This is an optimization exercise on Yosys and OpenROAD, whose aim is small area, a short achievable clock period and few clock cycles, not a production implementation.
In this exercise RTL edits were held to simulation tests only and were not proved equivalent to the original.
Power figures rest on the tool's default switching activity, not on a simulated workload.

job 6544:
==> flow/design.v (excerpt) <==
module sap3_core (
    input  wire         clk,
    input  wire         rst,           
    input  wire         step,          
    output wire [15:0]  imem_addr,     
    input  wire [31:0]  imem_data,     
    input  wire [15:0]  prog_len,      
    input  wire [7:0]   in_value,      
    output wire [8:0]   dmem_addr,     
    input  wire [7:0]   dmem_rdata,    
    output wire         dmem_we,       
    output wire [7:0]   dmem_wdata,
    output wire         ready,         
    output wire         stopped,       
    output wire         halted,
    output wire [3:0]   fault,
    output wire [7:0]   acc,
    output wire [127:0] regs,          
    output wire [8:0]   sp,
    output wire         flag_c,
    output wire         flag_z,
    output wire         out_valid,
    output wire [7:0]   out_data,
    output wire         print_valid,
    output wire [15:0]  print_tmpl
);
For scale: roughly 1,200 cells after synthesis, about 170 flip-flops.
Settings: LEC_CHECK=0, ABC_AREA=1, CAP_MARGIN=20, CORE_MARGIN=2, CORE_UTILIZATION=60, SETUP_SLACK_MARGIN=4.6, SLEW_MARGIN=20; clock period 10.0 ns.
standard.sh (not shown) runs the stock make flow with config.mk's settings and CLKGATE_MAP_FILE= SYNTH_SCRIPT=/design/flow/synth_recipe.tcl, a recipe that flattens the netlist after the stock synthesis.
==> flow/flow/run.sh <==
#!/bin/bash
# The standard layout, with the port buffers that ORFS inserts at global
# placement made sky130_fd_sc_hd__buf_1 (ORFS otherwise picks a delay buffer,
# clkdlybuf4s50_1). Every other step is the standard one.
set -euo pipefail
bash standard.sh 'BUFFER_PORTS_ARGS=-buffer_cell sky130_fd_sc_hd__buf_1' finish > standard_flow.log 2>&1
Testbench counts of job 6544, summed over its fixed seeds: cycles 120,658.
The following lists how job 5153 was set up differently from job 6544:
- ABC_AREA: 1 -> unset
- CORE_UTILIZATION: 60 -> 40
- SETUP_SLACK_MARGIN: 4.6 -> 4.5
[summary]
Job 5153 reached the end of the flow, and the finished layout is clean on the timing, DRC and antenna checks.
The final reports for job 5153 and job 6544 show count of cells resized by post-cts repair higher in the former.
Power in sequential cells in job 5153 vs job 6544: up about 0.7%
Fmax ends up higher on job 6544.
The global-route usage in job 5153 sits 9.2 points below the value recorded for job 6544.
Going from job 6544 to job 5153, global-route wire length before repair rose 7400 µm; number of non-clock buffers up 14.
Going from job 6544 to job 5153, number of cell instances on the worst register-to-register path shrank by more than 10%.
Comparing the two runs side by side, job 5153 comes out behind job 6544 on total power.
Dominant kind of cell: multi-input combinational cells -> job 5153, sequential cells -> job 6544
Job 5153 vs job 6544, instance count: job 5153 lower
Lower critical path depth in cells goes to job 5153 over job 6544.
#### Input delta (job 3087 over job 5153)
- ABC_AREA now 1, previously not set
- SETUP_SLACK_MARGIN now 5.0, was 4.5
Findings:
Between job 5153 and job 3087, share of the clock period used by the worst path is lower for job 3087, job 5153 comes in above that.
For job 3087, the most frequent standard cell in the layout excluding fill and tap cells was sky130_fd_sc_hd__nand2_1, unlike job 5153, where it was sky130_fd_sc_hd__buf_1.
Between job 5153 and job 3087, overall die height decreased.
In the reports for job 5153 and job 3087, the larger number of antenna violations at the first check in global routing belongs to job 5153.
Final setup TNS: job 5153 vs job 3087 identical
Between job 5153 and job 3087, diode insertion count for antenna repair decreased.
Summary of job 3087 over job 5153: sequential share of the synthesized area higher; finished layout cell area increased by 2.1% relative to the old numbers; total detailed-routing wirelength lower.

## exp/willow
sap3_core again, from the RTL that the note above started with.
Settings: LEC_CHECK=0, ABC_AREA=1, CAP_MARGIN=20, CORE_MARGIN=2, CORE_UTILIZATION=40, SETUP_SLACK_MARGIN=4.5, SLEW_MARGIN=20; clock period 10.0 ns.
==> flow/flow/run.sh <==
#!/bin/bash
# The standard layout (standard.sh), with two changes:
#  - synthesis maps the logic with an area-oriented ABC script (flow/area.script,
#    through flow/synth_abc.tcl, which otherwise runs synth_recipe.tcl as it is);
#  - the port buffers that ORFS inserts at global placement are
#    sky130_fd_sc_hd__buf_1 (ORFS otherwise picks the delay cell clkdlybuf4s50_1).
set -euo pipefail
work=$(pwd)
export FLOW_SYNTH_TCL=$work/synth_recipe.tcl
export FLOW_ABC_SCRIPT=$work/flow/area.script
bash standard.sh "SYNTH_SCRIPT=$work/flow/synth_abc.tcl" \
  'BUFFER_PORTS_ARGS=-buffer_cell sky130_fd_sc_hd__buf_1' finish > standard_flow.log 2>&1
==> flow/flow/area.script <==
&get -n
&st
&dch
&nf -R 1000
&put
==> flow/flow/synth_abc.tcl <==
# The standard synthesis (synth_recipe.tcl in the work folder, unchanged),
# with one difference: Yosys's abc pass runs the ABC script named by
# FLOW_ABC_SCRIPT instead of ORFS's abc_area/abc_speed script. Only the
# combinational mapping changes; the registers are the standard synthesis's.
# ABC also leaves out a222oi, the one logic cell with no stronger size, so
# timing repair can upsize every gate it maps to.
proc abc {args} {
  set i [lsearch -exact $args -script]
  if { $i >= 0 } { lset args [expr {$i + 1}] $::env(FLOW_ABC_SCRIPT) }
  lappend args -dont_use sky130_fd_sc_hd__a222oi_1
  yosys abc {*}$args
}
source $::env(FLOW_SYNTH_TCL)
exp/willow: full flow OK, the timing, DRC and antenna checks passed
Testbench counts of exp/willow, summed over its fixed seeds: cycles 120,658.
Relative to exp/willow, the following input files were edited for exp/yarrow:
- SETUP_SLACK_MARGIN changed from 4.5 to 4.6
- CORE_UTILIZATION changed from 40 to 60
- CTS_BUF_LIST newly set to sky130_fd_sc_hd__clkbuf_8
==> flow/flow/run.sh <==
#!/bin/bash
# The standard layout, with the port buffers that ORFS inserts at global
# placement made sky130_fd_sc_hd__buf_1 (ORFS otherwise picks a delay buffer,
# clkdlybuf4s50_1). Every other step is the standard one.
set -euo pipefail
bash standard.sh 'BUFFER_PORTS_ARGS=-buffer_cell sky130_fd_sc_hd__buf_1' finish > standard_flow.log 2>&1
removed: flow/flow/area.script
removed: flow/flow/synth_abc.tcl
Results
The lower share of power burned in registers came out of exp/willow.
Taking exp/willow as the reference point, the worst-case register-to-register setup slack of exp/yarrow rises by 130 ps.
Total via count after detailed routing in exp/yarrow is about 16% higher than in exp/willow
Between exp/willow and exp/yarrow, the flow reports maximum number of pins on one net before global-route repair decreasing by more than 10%.
exp/willow reports its slowest library cell on the worst path as mux2_4 while exp/yarrow reports nor2_4.
Changes observed in exp/yarrow relative to exp/willow: non-clock buffer count went down by about 10%, internal power component went down by about 14%.
Modified inputs, exp/xenon compared to exp/yarrow
- SETUP_SLACK_MARGIN: 4.6 -> 4.9
- ABC_AREA: 1 -> unset
- CORE_UTILIZATION: 60 -> 40
- CTS_BUF_LIST: sky130_fd_sc_hd__clkbuf_8 -> unset
==> summary.txt <==
What exp/xenon reported for number of nets at the end of the flow has to be multiplied by 1.15 to get the figure for exp/yarrow.
Compared with exp/yarrow, exp/xenon shows a higher sum of buffers and inverters on the critical path.
Compared to exp/yarrow, the router laid down more metal wire for exp/xenon.
According to the power report, total power for exp/xenon is higher than for exp/yarrow.
For exp/xenon, the largest cell class by area was multi-input combinational cells, unlike exp/yarrow, where it was flip-flops and latches.
exp/xenon ends up with a arrival time reported for the critical path endpoint that is 420 ps higher than in exp/yarrow.
exp/yarrow was smaller in final cell area than exp/xenon.
When exp/xenon is set beside exp/yarrow, its number of non-clock buffers in the layout turns out to be 24% larger.
Compared with exp/yarrow, in exp/xenon setup slack dropped 430 ps, wire length on met1 climbed about 22%, die height climbed 31 um, post-synthesis instance total dropped about 20%.
Setup changes, exp/xenon to exp/indigo
- ABC_AREA newly set to 1
- SETUP_SLACK_MARGIN changed from 4.9 to 4.5
==> flow/flow/run.sh <==
#!/bin/bash
# The standard layout (standard.sh), with two changes:
#  - synthesis maps the logic with an area-oriented ABC script (flow/area.script,
#    through flow/synth_abc.tcl, which otherwise runs synth_recipe.tcl as it is);
#  - the port buffers that ORFS inserts at global placement are
#    sky130_fd_sc_hd__buf_1 (ORFS otherwise picks the delay cell clkdlybuf4s50_1).
set -euo pipefail
work=$(pwd)
export FLOW_SYNTH_TCL=$work/synth_recipe.tcl
export FLOW_ABC_SCRIPT=$work/flow/area.script
bash standard.sh "SYNTH_SCRIPT=$work/flow/synth_abc.tcl" \
  'BUFFER_PORTS_ARGS=-buffer_cell sky130_fd_sc_hd__buf_1' finish > standard_flow.log 2>&1
==> flow/flow/area.script (new file) <==
&get -n
&st
&dch
&nf -R 1000
&put
==> flow/flow/synth_abc.tcl (new file) <==
# The standard synthesis (synth_recipe.tcl in the work folder, unchanged),
# with one difference: Yosys's abc pass runs the ABC script named by
# FLOW_ABC_SCRIPT instead of ORFS's abc_area/abc_speed script. Only the
# combinational mapping changes; the registers are the standard synthesis's.
proc abc {args} {
  set i [lsearch -exact $args -script]
  if { $i >= 0 } { lset args [expr {$i + 1}] $::env(FLOW_ABC_SCRIPT) }
  yosys abc {*}$args
}
source $::env(FLOW_SYNTH_TCL)
Findings:
- exp/indigo ends up with a number of cell instances on the worst register-to-register path that is 4.8% lower than in exp/xenon.
- exp/xenon -> exp/indigo: count of plain and timing-repair buffers in the layout decreased by more than 10%
- Taking exp/xenon as the reference point, the post-synthesis net count of exp/indigo falls by 135.
- Going from exp/xenon to exp/indigo, area enclosed by the die boundary shrinks by about 11%.
- exp/indigo: mean instance size in the synthesized netlist is 0.32 sq um higher than what exp/xenon reported.
- Total leakage power in exp/indigo is 18% below exp/xenon.
- Area growth from synthesis to layout (higher): exp/xenon

Starting RTL as in the previous note.
export LEC_CHECK = 0
export ABC_AREA = 1
export CAP_MARGIN = 20
export CORE_MARGIN = 2
export CORE_UTILIZATION = 40
export SETUP_SLACK_MARGIN = 4.5
export SLEW_MARGIN = 20
create_clock -name core_clock -period 10.0 [get_ports {clk}]
==> flow/flow/run.sh <==
#!/bin/bash
# The standard layout (standard.sh), with two changes:
#  - synthesis maps the logic with an area-oriented ABC script (flow/area.script,
#    through flow/synth_abc.tcl, which otherwise runs synth_recipe.tcl as it is);
#  - the port buffers that ORFS inserts at global placement are
#    sky130_fd_sc_hd__buf_1 (ORFS otherwise picks the delay cell clkdlybuf4s50_1).
set -euo pipefail
work=$(pwd)
export FLOW_SYNTH_TCL=$work/synth_recipe.tcl
export FLOW_ABC_SCRIPT=$work/flow/area.script
bash standard.sh "SYNTH_SCRIPT=$work/flow/synth_abc.tcl" \
  'BUFFER_PORTS_ARGS=-buffer_cell sky130_fd_sc_hd__buf_1' finish > standard_flow.log 2>&1
==> flow/flow/area.script <==
&get -n
&st
&dch
&nf
&put
==> flow/flow/synth_abc.tcl <==
# The standard synthesis (synth_recipe.tcl in the work folder, unchanged),
# with one difference: Yosys's abc pass runs the ABC script named by
# FLOW_ABC_SCRIPT instead of ORFS's abc_area/abc_speed script. Only the
# combinational mapping changes; the registers are the standard synthesis's.
proc abc {args} {
  set i [lsearch -exact $args -script]
  if { $i >= 0 } { lset args [expr {$i + 1}] $::env(FLOW_ABC_SCRIPT) }
  yosys abc {*}$args
}
source $::env(FLOW_SYNTH_TCL)
Testbench counts at the start, summed over its fixed seeds: cycles 120,658.
Next try:
==> flow/flow/run.sh (replaced) <==
#!/bin/bash
# The standard layout, with the port buffers that ORFS inserts at global
# placement made sky130_fd_sc_hd__buf_1 (ORFS otherwise picks a delay buffer,
# clkdlybuf4s50_1). Every other step is the standard one.
set -euo pipefail
bash standard.sh 'BUFFER_PORTS_ARGS=-buffer_cell sky130_fd_sc_hd__buf_1' finish > standard_flow.log 2>&1
removed: flow/flow/area.script
removed: flow/flow/synth_abc.tcl
What happened: Count of clock-buffer cells in the layout is unchanged. Core utilization drops by 3.4 points. Worst setup slack improves by 0.23 ns. Sequential share of layout area went down by 0.61 points. Total power decreases slightly.
Next try:
- CTS_BUF_LIST: not set -> sky130_fd_sc_hd__clkbuf_8
- CTS_CLUSTER_SIZE: not set -> 10
=> Wire length decreases by 0.45%; combinational power stays flat; cell area decreases by 1.3%; clock skew stays flat; critical path depth decreases by 4; non-clock buffer count decreases by 1; power decreases by 8.2%.
Next try:
- CTS_CLUSTER_SIZE: 10 -> not set
Effect: The changed run went through all stages and came out clean. Power is unchanged. Setup slack is unchanged. Via count does not change. Area after synthesis is unchanged. Final area stays the same. Routed wire length does not change. Sequential power is about the same. Count of clock-buffer cells in the layout does not change. Register-to-register slack hardly moves. First-iteration DRC count stays the same.

sap3_core, a different RTL version from the one above (not shown whole).
Size in the first run: roughly 860 cells after synthesis, ~170 flip-flops, about 280 I/O pins.
==> flow/config.mk <==
export PLATFORM = sky130hd
export DESIGN_NAME = sap3_core
export DESIGN_NICKNAME = sap3_core
export VERILOG_FILES = /design/flow/design.v
export SDC_FILE = /design/flow/constraint.sdc
export NUM_CORES = 4
export LEC_CHECK = 0
export ABC_AREA = 1
export CAP_MARGIN = 20
export CORE_MARGIN = 2
export CORE_UTILIZATION = 40
export CTS_CLUSTER_DIAMETER = 150
export CTS_CLUSTER_SIZE = 30
export SETUP_SLACK_MARGIN = 4.5
export SLEW_MARGIN = 20
==> flow/constraint.sdc <==
create_clock -name core_clock -period 10.0 [get_ports {clk}]
set_input_delay 2.0000 -clock core_clock [delete_from_list [all_inputs] [get_ports {clk}]]
set_output_delay 2.0000 -clock core_clock [all_outputs]
set_load 0.01 [all_outputs]
==> flow/flow/run.sh <==
#!/bin/bash
# The standard layout (standard.sh), with these changes:
#  - synthesis maps the logic with ABC's &nf mapper (flow/area.script, through
#    flow/synth_abc.tcl, which otherwise runs synth_recipe.tcl as it is, and
#    leaves out a few slow cells), and without Yosys's adder extraction
#    (ADDER_MAP_FILE empty), so ABC maps the adders too; the registers are
#    the standard synthesis's;
#  - the port buffers that ORFS inserts at global placement are
#    sky130_fd_sc_hd__buf_1 (ORFS otherwise picks the delay cell clkdlybuf4s50_1).
set -euo pipefail
work=$(pwd)
export FLOW_SYNTH_TCL=$work/synth_recipe.tcl
export FLOW_ABC_SCRIPT=$work/flow/area.script
bash standard.sh "SYNTH_SCRIPT=$work/flow/synth_abc.tcl" 'ADDER_MAP_FILE=' \
  'BUFFER_PORTS_ARGS=-buffer_cell sky130_fd_sc_hd__buf_1' finish > standard_flow.log 2>&1
==> flow/flow/area.script <==
&get -n
&st
&dch
&nf
&put
==> flow/flow/synth_abc.tcl <==
# The standard synthesis (synth_recipe.tcl in the work folder, unchanged),
# with one difference in Yosys's abc pass: it runs the ABC script named by
# FLOW_ABC_SCRIPT instead of ORFS's abc_area/abc_speed script, and it leaves
# out the cells whose pull-up is a stack of four transistors (nor4, or4, o41,
# a2111 families), which are slow on the paths from the record to the ports,
# and a222oi, the one logic cell with no stronger size. Only the combinational
# mapping changes; the registers are the standard synthesis's.
proc abc {args} {
  set i [lsearch -exact $args -script]
  if { $i >= 0 } { lset args [expr {$i + 1}] $::env(FLOW_ABC_SCRIPT) }
  foreach f {nor4 nor4b nor4bb or4 or4b or4bb o41a o41ai a2111o a2111oi} {
    foreach s {0 1 2 4} { lappend args -dont_use sky130_fd_sc_hd__${f}_$s }
  }
  lappend args -dont_use sky130_fd_sc_hd__a222oi_1
  yosys abc {*}$args
}
source $::env(FLOW_SYNTH_TCL)
The first run went through all stages and came out clean.
Testbench counts at the start, summed over its fixed seeds: cycles 120,658.
Then changed:
==> flow/flow/run.sh (replaced) <==
#!/bin/bash
# The standard layout, with the port buffers that ORFS inserts at global
# placement made sky130_fd_sc_hd__buf_1 (ORFS otherwise picks a delay buffer,
# clkdlybuf4s50_1). Every other step is the standard one.
set -euo pipefail
bash standard.sh 'BUFFER_PORTS_ARGS=-buffer_cell sky130_fd_sc_hd__buf_1' finish > standard_flow.log 2>&1
--- a/flow/config.mk
+++ b/flow/config.mk
@@ -10,6 +10,4 @@
 export CORE_MARGIN = 2
 export CORE_UTILIZATION = 40
-export CTS_CLUSTER_DIAMETER = 150
-export CTS_CLUSTER_SIZE = 30
 export SETUP_SLACK_MARGIN = 4.5
 export SLEW_MARGIN = 20
removed: flow/flow/area.script
removed: flow/flow/synth_abc.tcl
Design area grows by roughly a tenth.
Worst setup slack gains 33 ps.
Total power grows by a few percent.
Clock-buffer cell count stays the same.
Utilization shrinks by 1.3 points.
Fmax grows slightly.
Die area grows by about a fifth.
Then changed:
==> flow/flow/run.sh (replaced) <==
#!/bin/bash
# The standard layout (standard.sh), with these changes:
#  - synthesis maps the logic with ABC's &nf mapper (flow/area.script, through
#    flow/synth_abc.tcl, which otherwise runs synth_recipe.tcl as it is, and
#    leaves out a few slow cells), and without Yosys's adder extraction
#    (ADDER_MAP_FILE empty), so ABC maps the adders too; the registers are
#    the standard synthesis's;
#  - the port buffers that ORFS inserts at global placement are
#    sky130_fd_sc_hd__buf_1 (ORFS otherwise picks the delay cell clkdlybuf4s50_1).
set -euo pipefail
work=$(pwd)
export FLOW_SYNTH_TCL=$work/synth_recipe.tcl
export FLOW_ABC_SCRIPT=$work/flow/area.script
bash standard.sh "SYNTH_SCRIPT=$work/flow/synth_abc.tcl" 'ADDER_MAP_FILE=' \
  'BUFFER_PORTS_ARGS=-buffer_cell sky130_fd_sc_hd__buf_1' finish > standard_flow.log 2>&1
==> flow/flow/area.script (new file) <==
&get -n
&st
&dch
&nf
&put
==> flow/flow/synth_abc.tcl (new file) <==
# The standard synthesis (synth_recipe.tcl in the work folder, unchanged),
# with one difference in Yosys's abc pass: it runs the ABC script named by
# FLOW_ABC_SCRIPT instead of ORFS's abc_area/abc_speed script, and it leaves
# out the cells whose pull-up is a stack of four transistors (nor4, or4, o41,
# a2111 families), which are slow on the paths from the record to the ports,
# and a222oi, the one logic cell with no stronger size. Only the combinational
# mapping changes; the registers are the standard synthesis's.
proc abc {args} {
  set i [lsearch -exact $args -script]
  if { $i >= 0 } { lset args [expr {$i + 1}] $::env(FLOW_ABC_SCRIPT) }
  foreach f {nor4 nor4b nor4bb or4 or4b or4bb o41a o41ai a2111o a2111oi} {
    foreach s {0 1 2 4} { lappend args -dont_use sky130_fd_sc_hd__${f}_$s }
  }
  lappend args -dont_use sky130_fd_sc_hd__a222oi_1
  yosys abc {*}$args
}
source $::env(FLOW_SYNTH_TCL)
--- a/flow/config.mk
+++ b/flow/config.mk
@@ -10,4 +10,4 @@
 export CORE_MARGIN = 2
 export CORE_UTILIZATION = 40
-export SETUP_SLACK_MARGIN = 4.5
+export SETUP_SLACK_MARGIN = 4.6
 export SLEW_MARGIN = 20
Sequential power came out higher by about 2%.
Cell count drops by 23%.
Utilization rose by 2.3 points.
Then changed:
==> flow/flow/run.sh (replaced) <==
#!/bin/bash
# The standard layout (standard.sh), with two changes:
#  - synthesis maps the logic with an area-oriented ABC script (flow/area.script,
#    through flow/synth_abc.tcl, which otherwise runs synth_recipe.tcl as it is);
#  - the port buffers that ORFS inserts at global placement are
#    sky130_fd_sc_hd__buf_1 (ORFS otherwise picks the delay cell clkdlybuf4s50_1).
set -euo pipefail
work=$(pwd)
export FLOW_SYNTH_TCL=$work/synth_recipe.tcl
export FLOW_ABC_SCRIPT=$work/flow/area.script
bash standard.sh "SYNTH_SCRIPT=$work/flow/synth_abc.tcl" \
  'BUFFER_PORTS_ARGS=-buffer_cell sky130_fd_sc_hd__buf_1' finish > standard_flow.log 2>&1
--- a/flow/config.mk
+++ b/flow/config.mk
@@ -10,4 +10,4 @@
 export CORE_MARGIN = 2
 export CORE_UTILIZATION = 40
-export SETUP_SLACK_MARGIN = 4.6
+export SETUP_SLACK_MARGIN = 4.8
 export SLEW_MARGIN = 20
Design area rose by about 9%.
Register-to-register slack is worse by 910 ps.
Fmax hardly moves.
Worst setup slack gets better by 15 ps.
Worst hold slack is about the same.
Via count rose by 2.2%.
First-iteration DRC count shrinks by 6.5%.
Then changed:
==> flow/flow/run.sh (replaced) <==
#!/bin/bash
# The standard layout (standard.sh), with these changes:
#  - synthesis maps the logic with ABC's &nf mapper (flow/area.script, through
#    flow/synth_abc.tcl, which otherwise runs synth_recipe.tcl as it is, and
#    leaves out a few slow cells), and without Yosys's adder extraction
#    (ADDER_MAP_FILE empty), so ABC maps the adders too; the registers are
#    the standard synthesis's;
#  - the port buffers that ORFS inserts at global placement are
#    sky130_fd_sc_hd__buf_1 (ORFS otherwise picks the delay cell clkdlybuf4s50_1).
set -euo pipefail
work=$(pwd)
export FLOW_SYNTH_TCL=$work/synth_recipe.tcl
export FLOW_ABC_SCRIPT=$work/flow/area.script
bash standard.sh "SYNTH_SCRIPT=$work/flow/synth_abc.tcl" 'ADDER_MAP_FILE=' \
  'BUFFER_PORTS_ARGS=-buffer_cell sky130_fd_sc_hd__buf_1' finish > standard_flow.log 2>&1
--- a/flow/flow/synth_abc.tcl
+++ b/flow/flow/synth_abc.tcl
@@ -3,5 +3,6 @@
 # FLOW_ABC_SCRIPT instead of ORFS's abc_area/abc_speed script, and it leaves
 # out the cells whose pull-up is a stack of four transistors (nor4, or4, o41,
-# a2111 families), which are slow on the paths from the record to the ports,
+# a2111 families) and the and4 / a41 families, which are slow on the paths
+# from the record to the ports,
 # and a222oi, the one logic cell with no stronger size. Only the combinational
 # mapping changes; the registers are the standard synthesis's.
@@ -9,5 +10,5 @@
   set i [lsearch -exact $args -script]
   if { $i >= 0 } { lset args [expr {$i + 1}] $::env(FLOW_ABC_SCRIPT) }
-  foreach f {nor4 nor4b nor4bb or4 or4b or4bb o41a o41ai a2111o a2111oi} {
+  foreach f {nor4 nor4b nor4bb or4 or4b or4bb o41a o41ai a2111o a2111oi and4 and4b and4bb a41o a41oi} {
     foreach s {0 1 2 4} { lappend args -dont_use sky130_fd_sc_hd__${f}_$s }
   }
--- a/flow/config.mk
+++ b/flow/config.mk
@@ -10,4 +10,4 @@
 export CORE_MARGIN = 2
 export CORE_UTILIZATION = 40
-export SETUP_SLACK_MARGIN = 4.8
+export SETUP_SLACK_MARGIN = 4.5
 export SLEW_MARGIN = 20
The new run passed the timing, DRC and antenna checks.
Final area shrinks by 4.2%.
Hold slack improved by 29 ps.
Area after synthesis grows by 2.8%.

[port drivers added, routing unchanged]
How much do the figures lean on ideal ports? The routed layouts below were timed once more, with nothing changed but the port constraints. Step 1 (the two cells are an assumption about what drives the block):
set clk [get_ports {clk}]
set_driving_cell -lib_cell sky130_fd_sc_hd__clkbuf_16 $clk
set_driving_cell -lib_cell sky130_fd_sc_hd__buf_2 [delete_from_list [all_inputs] $clk]
Step 2 moves the port delays by t, midway between the first and last clock arrival at a register: inputs arrive t later, outputs are due t later. That takes back most of the time a late clock gives input paths. Slacks: no drivers / after step 1 / after step 2; pairs: no drivers / after step 1.
run	t (ns)	setup slack, ns	clock arrival spread, ns	pins driven straight from the clock port
job 6544	0.476	4.573 / 4.543 / 4.359	0.013 / 0.013	1
job 5153	0.499	4.178 / 4.126 / 3.722	0.020 / 0.020	1
job 3087	0.496	4.533 / 4.460 / 4.300	0.019 / 0.018	1
exp/willow	0.478	4.165 / 4.084 / 3.977	0.014 / 0.013	1
exp/yarrow	0.512	4.553 / 4.481 / 4.417	0.017 / 0.017	1
exp/xenon	0.507	4.126 / 4.071 / 3.718	0.024 / 0.024	1
exp/indigo	0.482	4.212 / 4.173 / 4.059	0.015 / 0.015	1
the first run of note 3	0.481	4.309 / 4.144 / 3.930	0.015 / 0.015	1
the second run of note 3	0.480	4.536 / 4.486 / 4.383	0.021 / 0.021	1
the third run of note 3	0.512	4.536 / 4.489 / 4.236	0.023 / 0.023	1
the fourth run of note 3	0.512	4.536 / 4.489 / 4.236	0.023 / 0.023	1
the first run of note 4	0.480	4.408 / 4.371 / 4.318	0.018 / 0.018	1
the second run of note 4	0.481	4.441 / 4.416 / 4.272	0.016 / 0.016	1
the third run of note 4	0.485	4.506 / 4.401 / 4.320	0.016 / 0.016	1
the fourth run of note 4	0.479	4.521 / 4.357 / 4.171	0.015 / 0.015	1
the fifth run of note 4	0.484	4.485 / 4.319 / 4.235	0.017 / 0.018	1
After both steps setup and hold are still met in every run listed. The setup slack of job 5153, which loses most, moves by -0.052 ns with the drivers and by -0.456 ns with both steps.
